This design comes from an exercise in tuning for small area, a short achievable clock period and few clock cycles per item on the open sky130 flow, not from production work.
RTL that was checked went through simulation tests only; none was proved equivalent to the original.
Power is estimated from default activity; no workload was simulated.

==> flow/design.v (excerpt) <==
module ranging_code_gen (
    input  wire        clk,
    input  wire        rst,
    input  wire        cmd_valid,
    output wire        cmd_ready,
    input  wire [1:0]  cmd_mode,    
    input  wire [13:0] cmd_arg,     
    input  wire [13:0] cmd_p,       
    input  wire [13:0] cmd_len,     
    output reg         chip_valid,
    output reg         chip
);
    localparam [14:0] N_M = 15'd10243;
    localparam [14:0] N_S = 15'd3607;
    localparam [12:0] H_M = 13'd5121;    
    localparam [12:0] H_S = 13'd1803;
    reg        st_gold;
    reg        st_wset;
    reg        st_wrun;
    reg        ready_q;     
    reg        sub;         
    reg [13:0] rem;
    reg        rem1;        
    reg [14:0] x;
    reg [14:0] y;
    reg [3:0]  sc;
    reg        d_init;
    reg        d_addy;
    reg        d_fold;
    reg        d_c1;
    reg        d_c2;
    reg        d_pass;
    reg        d_rn;
    reg        d_end;
    reg        fz;          
    reg        wd;          
    reg        wh;          
    reg [10:0] mask;        
    reg [11:0] l_idx;
    reg        l_sg;
    reg        rom_r;       
    reg        sg_r;        
    reg        fz_r;
    reg        leg_ph;      
    reg        leg_a;       
    wire emit = st_gold | (st_wrun & leg_ph);
    wire last = emit & rem1;
    assign cmd_ready = ready_q;
    wire acc  = cmd_valid & ready_q;
    wire len_nz  = (cmd_len != 14'd0);
    wire gold_nx = acc ? (~cmd_mode[1] & len_nz) : (st_gold & ~last);
    wire wset_nx = acc ? (cmd_mode[1] & len_nz) : (st_wset & ~d_end);
    wire wrun_nx = acc ? 1'b0 : ((st_wrun & ~last) | (st_wset & d_end));
    wire lph_nx  = st_wrun & sc[0];
    wire rem1_nx = ready_q ? (cmd_len == 14'd1) : (emit ? (rem == 14'd2) : rem1);
    wire rdy_nx  = ~(gold_nx | wset_nx | wrun_nx) | ((gold_nx | (wrun_nx & lph_nx)) & rem1_nx);
  ...
Size: roughly 1700 cells after synthesis, roughly 96 flip-flops, about 10000 sq um of cells after synthesis.
clock: 8.0 ns
lec_check: 0
abc_area: 1
cap_margin: 20
cell_pad_in_sites_detail_placement: 1
cell_pad_in_sites_global_placement: 1
core_margin: 2
core_utilization: 35
cts_buf_list: sky130_fd_sc_hd__clkbuf_8
cts_cluster_diameter: 50
place_density: 0.45
setup_slack_margin: 5
slew_margin: 20
standard.sh (not shown) runs the stock make flow with config.mk's settings and CLKGATE_MAP_FILE= SYNTH_SCRIPT=/design/flow/synth_recipe.tcl, a recipe that flattens the netlist after the stock synthesis.
==> flow/flow/run.sh <==
#!/bin/bash
# The standard layout (standard.sh), with the port buffers that global placement
# inserts on every input and output made plain buffers (buf_2) instead of the
# default delay-buffer cell.
set -euo pipefail
export BUFFER_PORTS_ARGS="-buffer_cell sky130_fd_sc_hd__buf_2"
bash standard.sh > standard.log 2>&1
Testbench counts at the start, summed over its fixed seeds: cycles 16,758, chips 14,062.
Then changed:
CTS_BUF_LIST = default   (was sky130_fd_sc_hd__clkbuf_8)
CTS_CLUSTER_DIAMETER = default   (was 50)
Outcome: Total power goes up by 2.1%. Critical path depth does not change. Routed wire length climbs by 0.42%. Global-route usage grows by 0.24 points.
Then changed:
CTS_BUF_LIST = sky130_fd_sc_hd__clkbuf_8   (was default)
TNS_END_PERCENT = 5   (was default)
Non-clock buffer count falls by 6.
Die area is unchanged.
Final area falls by 2.4%.
Wire length falls by 0.81%.
Total power falls by 3.1%.

ranging_code_gen, a different RTL version from the one above (not shown whole).
For scale: about 1,700 cells after synthesis, about 50 I/O pins, about 10,000 µm² of cells after synthesis.
clock: 8.0 ns
lec_check: 0
abc_area: 1
cap_margin: 20
cell_pad_in_sites_detail_placement: 1
cell_pad_in_sites_global_placement: 1
core_margin: 2
core_utilization: 35
place_density: 0.45
setup_slack_margin: 4.8
slew_margin: 20
Scripts as last shown in full above: flow/flow/run.sh
Next try:
- SETUP_SLACK_MARGIN: 4.8 -> 5
Worst setup slack improved by 0.19 ns.
Global-route usage rose by 0.25 points.
Via count rose by 0.69%.
Total power rose by 1.3%.
Critical path depth fell by 2.
Die area is unchanged.
Sequential share of layout area fell by 0.34 points.
First-iteration DRC count rose by 7.6%.
Cell area rose by 1.9%.
Cell count hardly moves.
Function was not checked in any run of this note: the RTL went through the layout flow alone.

what the ideal ports hide:
In the flow no input, the clock included, has a driving cell. The finished layouts below were timed again as built, in two steps. Step 1, drivers: a clkbuf_16 drives clk and a buf_2 each remaining input, both assumed. Step 2, shift: input delay + t, output delay - t, t = (earliest + latest rising clock arrival at the registers) / 2. This alone moves slack from input paths to output paths. Three values: ideal ports, drivers, drivers and shift; two values: the first two.
run	t, ns	setup slack, ns	worst setup path after step 2	latest minus earliest clock arrival (ns)	worst slew at a driven data input, ns
the first run of note 1	0.439	4.999 / 4.999 / 4.647	input to register	0.026 / 0.026	0.04
the second run of note 1	0.421	4.963 / 4.963 / 4.836	input to register	0.018 / 0.017	0.04
the third run of note 1	0.444	4.883 / 4.883 / 4.682	input to register	0.023 / 0.023	0.04
the first run of note 2	0.402	4.792 / 4.792 / 4.607	input to register	0.022 / 0.023	0.07
the second run of note 2	0.401	4.985 / 4.985 / 4.755	input to register	0.020 / 0.021	0.07
After both steps setup and hold are still met in every run listed. For the first run of note 1, which loses most, drivers alone change the setup slack by 0.000 ns; drivers and shift together by -0.352 ns.
